This is an optimization exercise on Yosys and OpenROAD, whose aim is a short achievable clock period and few clock cycles, not a production implementation.
At most, simulation tests tie the RTL to the original design; equivalence was not proved.
The clock input has no modelled driver; a real chip could not lean on it and would need a root buffer or a full tree.
Power is estimated from default activity; no workload was simulated.

Design cm0_dbgctl, start of the top module:
module cm0_dbgctl #(
    parameter integer P_POLL_LIMIT = 100
) (
    input  wire        clk,
    input  wire        rst,            
    input  wire        cmd_valid,
    output wire        cmd_ready,
    input  wire [31:0] cmd_word,
    input  wire [31:0] cmd_arg,
    output reg         resp_valid,
    output reg  [2:0]  resp_status,
    output reg  [31:0] resp_data,
    output reg  [7:0]  resp_err,
    output wire        bus_req,
    output wire        bus_we,
    output wire [31:0] bus_addr,
    output wire [31:0] bus_wdata,
    input  wire        bus_ack,
    input  wire [31:0] bus_rdata,
    input  wire        bus_err,
    input  wire [7:0]  bus_err_code
);
    localparam [2:0] ST_OK          = 3'd0;
    localparam [2:0] ST_TIMEOUT     = 3'd1;
    localparam [2:0] ST_TRANSPORT   = 3'd2;
    localparam [2:0] ST_UNSUPPORTED = 3'd3;
    localparam [2:0] ST_ILLEGAL     = 3'd4;
    localparam [3:0] OP_RDREG    = 4'h1;
    localparam [3:0] OP_WRREG    = 4'h2;
    localparam [3:0] OP_HALT     = 4'h3;
    localparam [3:0] OP_RUN      = 4'h4;
    localparam [3:0] OP_STEP     = 4'h5;
    localparam [3:0] OP_WAITH    = 4'h6;
    localparam [3:0] OP_BPUNITS  = 4'h7;
    localparam [3:0] OP_BPEN     = 4'h8;
    localparam [3:0] OP_SETBP    = 4'h9;
  ...
clock: 5.0 ns
lec_check: 0
cap_margin: 20
core_margin: 2
core_utilization: 40
setup_slack_margin: 3.3
slew_margin: 20
standard.sh (not shown) runs the stock make flow with config.mk's settings and CLKGATE_MAP_FILE= SYNTH_SCRIPT=/design/flow/synth_recipe.tcl, a recipe that flattens the netlist after the stock synthesis.
==> flow/flow/run.sh <==
#!/bin/bash
# Layout flow: the standard synthesis unchanged, then the standard ORFS
# steps with port buffers that the resizer may size freely and a two-level
# hand-built clock tree (flow/cts_hook.tcl).
set -euo pipefail
W="$(pwd)"
F="$W/flow"
bash "$W/standard.sh" synth > "$W/make_synth.log" 2>&1
bash "$W/standard.sh" \
    MATCH_CELL_FOOTPRINT=0 \
    "BUFFER_PORTS_ARGS=-buffer_cell sky130_fd_sc_hd__buf_4" \
    "PRE_CTS_TCL=$F/cts_hook.tcl" \
    finish > "$W/make_layout.log" 2>&1
Other scripts of this flow, unchanged in this note and not shown: flow/flow/cts_hook.tcl, flow/flow/cts_tree.tcl
Edit:
--- a/flow/design.v
+++ b/flow/design.v
@@ -116,21 +116,18 @@
     reg        we_q, a2_q, a3_q, ae_q;           
     reg        poll_q, pbit_q, rd8_q, rdbp_q, bpo_q;
     reg [SW-1:0] q1, q2, q3, q4;                 
     reg [6:0]  cnt_q;          
     reg        tc_q;           
     reg [31:0] wd_q;           
     reg [31:0] arg_q;          
     reg        wrreg_q;        
     reg [3:0]  bpl_q;          
-    reg        errq_q;         
-    reg        toq_q;          
-    reg [7:0]  errc_q;         
     reg        nzb_q;          
     reg        nzd_q;          
     reg        nzs_q;          
     reg        bas_q;          
     reg        uns_q;          
     reg [2:0]  sel_q;
     assign cmd_ready = ready_q;
     assign bus_req   = req_q;
     assign bus_we    = we_q;
@@ -171,44 +168,39 @@
             3'd3: d_basic = 4'd3;
             3'd4: d_basic = 4'd9;
             3'd5: d_basic = 4'd15;
             3'd6: d_basic = 4'd14;
             default: d_basic = 4'd13;
         endcase
     end
     wire bit_seen = pbit_q ? bus_rdata[17] : bus_rdata[16];
     wire good     = bus_ack && !bus_err && (!poll_q || bit_seen);    
-    wire fin_ok   = good && !q1[SW-1];             
     wire fin      = bus_ack && (bus_err || (poll_q && !bit_seen && tc_q) ||
                                 ((!poll_q || bit_seen) && !q1[SW-1]));
-    wire dec      = !req_q;
+    wire dec      = !req_q;    
     always @(posedge clk) begin
         if (rst) begin
             ready_q    <= 1'b1;
             run_q      <= 1'b0;
             req_q      <= 1'b0;
             resp_valid <= 1'b0;
         end else if (!run_q) begin
             if (cmd_valid) begin
                 ready_q    <= 1'b0;
                 run_q      <= 1'b1;
                 req_q      <= c_start;
                 resp_valid <= 1'b0;
             end
-        end else if (dec) begin
-            ready_q    <= 1'b1;
-            run_q      <= 1'b0;
-            resp_valid <= 1'b1;
         end else begin
-            ready_q    <= fin_ok;
-            run_q      <= !fin_ok;
-            req_q      <= !fin;
-            resp_valid <= fin_ok;
+            ready_q    <= dec || fin;
+            run_q      <= !dec && !fin;
+            req_q      <= !dec && !fin;
+            resp_valid <= dec || fin;
         end
     end
     always @(posedge clk) begin
         if (rst) begin
             {we_q, a2_q, a3_q, ae_q, poll_q, pbit_q, rd8_q, rdbp_q, bpo_q} <= 9'd0;
         end else if (!run_q) begin
             {we_q, a2_q, a3_q, ae_q, poll_q, pbit_q, rd8_q, rdbp_q, bpo_q} <= step(c_op, 3'd0);
         end else if (good) begin
             {we_q, a2_q, a3_q, ae_q, poll_q, pbit_q, rd8_q, rdbp_q, bpo_q} <= q1[SW-2:0];
@@ -242,58 +234,45 @@
     always @(posedge clk) begin
         if (rst)
             wd_q <= 32'd0;
         else if (!run_q)
             wd_q <= c_wdata;
         else if (bus_ack)
             wd_q <= wrreg_q ? arg_q : 32'h0000_000F;
     end
     always @(posedge clk) begin
-        errq_q <= req_q && bus_ack && bus_err;
-        toq_q  <= req_q && bus_ack && !bus_err && poll_q && !bit_seen;
-        errc_q <= bus_err_code;
-    end
-    always @(posedge clk) begin
-        if (!run_q || !poll_q) begin
+        if (!run_q || good) begin
             cnt_q <= 7'd0;
             tc_q  <= 1'b0;
         end else if (bus_ack) begin
             cnt_q <= cnt_q + 7'd1;
             tc_q  <= (cnt_q == P_POLL_LIMIT - 2);
         end
     end
     always @(posedge clk)
         if (rdbp_q)
             bpl_q <= bus_rdata[7:4];
     always @(posedge clk) begin
         if (rst) begin
             resp_status <= ST_OK;
             resp_data   <= 32'd0;
             resp_err    <= 8'd0;
         end else if (run_q) begin
             if (dec) begin
-                resp_err <= errq_q ? errc_q : 8'd0;
-                if (errq_q) begin
-                    resp_status <= ST_TRANSPORT;
-                    resp_data   <= 32'd0;
-                end else if (toq_q) begin
-                    resp_status <= ST_TIMEOUT;
-                    resp_data   <= 32'd0;
-                end else begin
-                    resp_status <= !d_legal ? ST_ILLEGAL : (uns_q ? ST_UNSUPPORTED : ST_OK);
-                    resp_data   <= {28'd0, d_basok ? d_basic : 4'd0};
-                end
-            end else begin
-                resp_status <= ST_OK;
+                resp_status <= !d_legal ? ST_ILLEGAL : (uns_q ? ST_UNSUPPORTED : ST_OK);
+                resp_data   <= {28'd0, d_basok ? d_basic : 4'd0};
                 resp_err    <= 8'd0;
-                if (rd8_q)
+            end else begin
+                resp_status <= {1'b0, bus_err, !bus_err && poll_q && !bit_seen};
+                resp_err    <= bus_err ? bus_err_code : 8'd0;
+                if (rd8_q && !bus_err)
                     resp_data <= bus_rdata;
-                else if (bpo_q)
+                else if (bpo_q && !bus_err && bit_seen)
                     resp_data <= {28'd0, bpl_q};
                 else
                     resp_data <= 32'd0;
             end
         end
     end
 endmodule
 module cm0_dbgctl_start (
     input  wire [31:0] w,
Outcome:
- The new run passed the timing, DRC and antenna checks
- wire length increases by 16%
- worst setup slack gains 0.36 ns
- maximum frequency rises by about 20%
- power shrinks by 0.83%
- area after synthesis hardly moves
- final cell count came out higher by about 4%
- design area rises by about 7%
- sequential share of layout area is lower by 4.8 points
Testbench counts after the change, summed over its fixed seeds: cycles 273,952.
Function not checked in the first run of this note: the RTL went through the layout flow alone. In every run of this note, the design's own scripts or RTL, not TritonCTS, make the clock network.

[port drivers added, routing unchanged]
The flow's constraints put no driver on any port. The routed layouts listed below were extracted and timed again, unchanged, in two steps.
Step 1: set_driving_cell puts a clkbuf_16 on clk and a buf_2 on each other input, an assumption about the parent block.
Step 2 also shifts input and output timing later by t, the mid clock arrival at the registers, as if the neighbouring blocks saw the same clock.
Slacks: ideal ports / drivers / drivers and shift; pairs: ideal ports / drivers.
| run | t (ns) | setup slack, ns | hold WS [ns] |
|---|---|---|---|
| the first run | 0.362 | 2.751 / 2.718 / 2.443 | 0.467 / 0.467 / 0.467 |
| the second run | 0.361 | 3.111 / 3.052 / 2.691 | 0.465 / 0.465 / 0.465 |
After both steps every run listed still meets setup and hold. The setup slack of the second run, which loses most, moves by -0.059 ns with the drivers and by -0.420 ns with both steps.
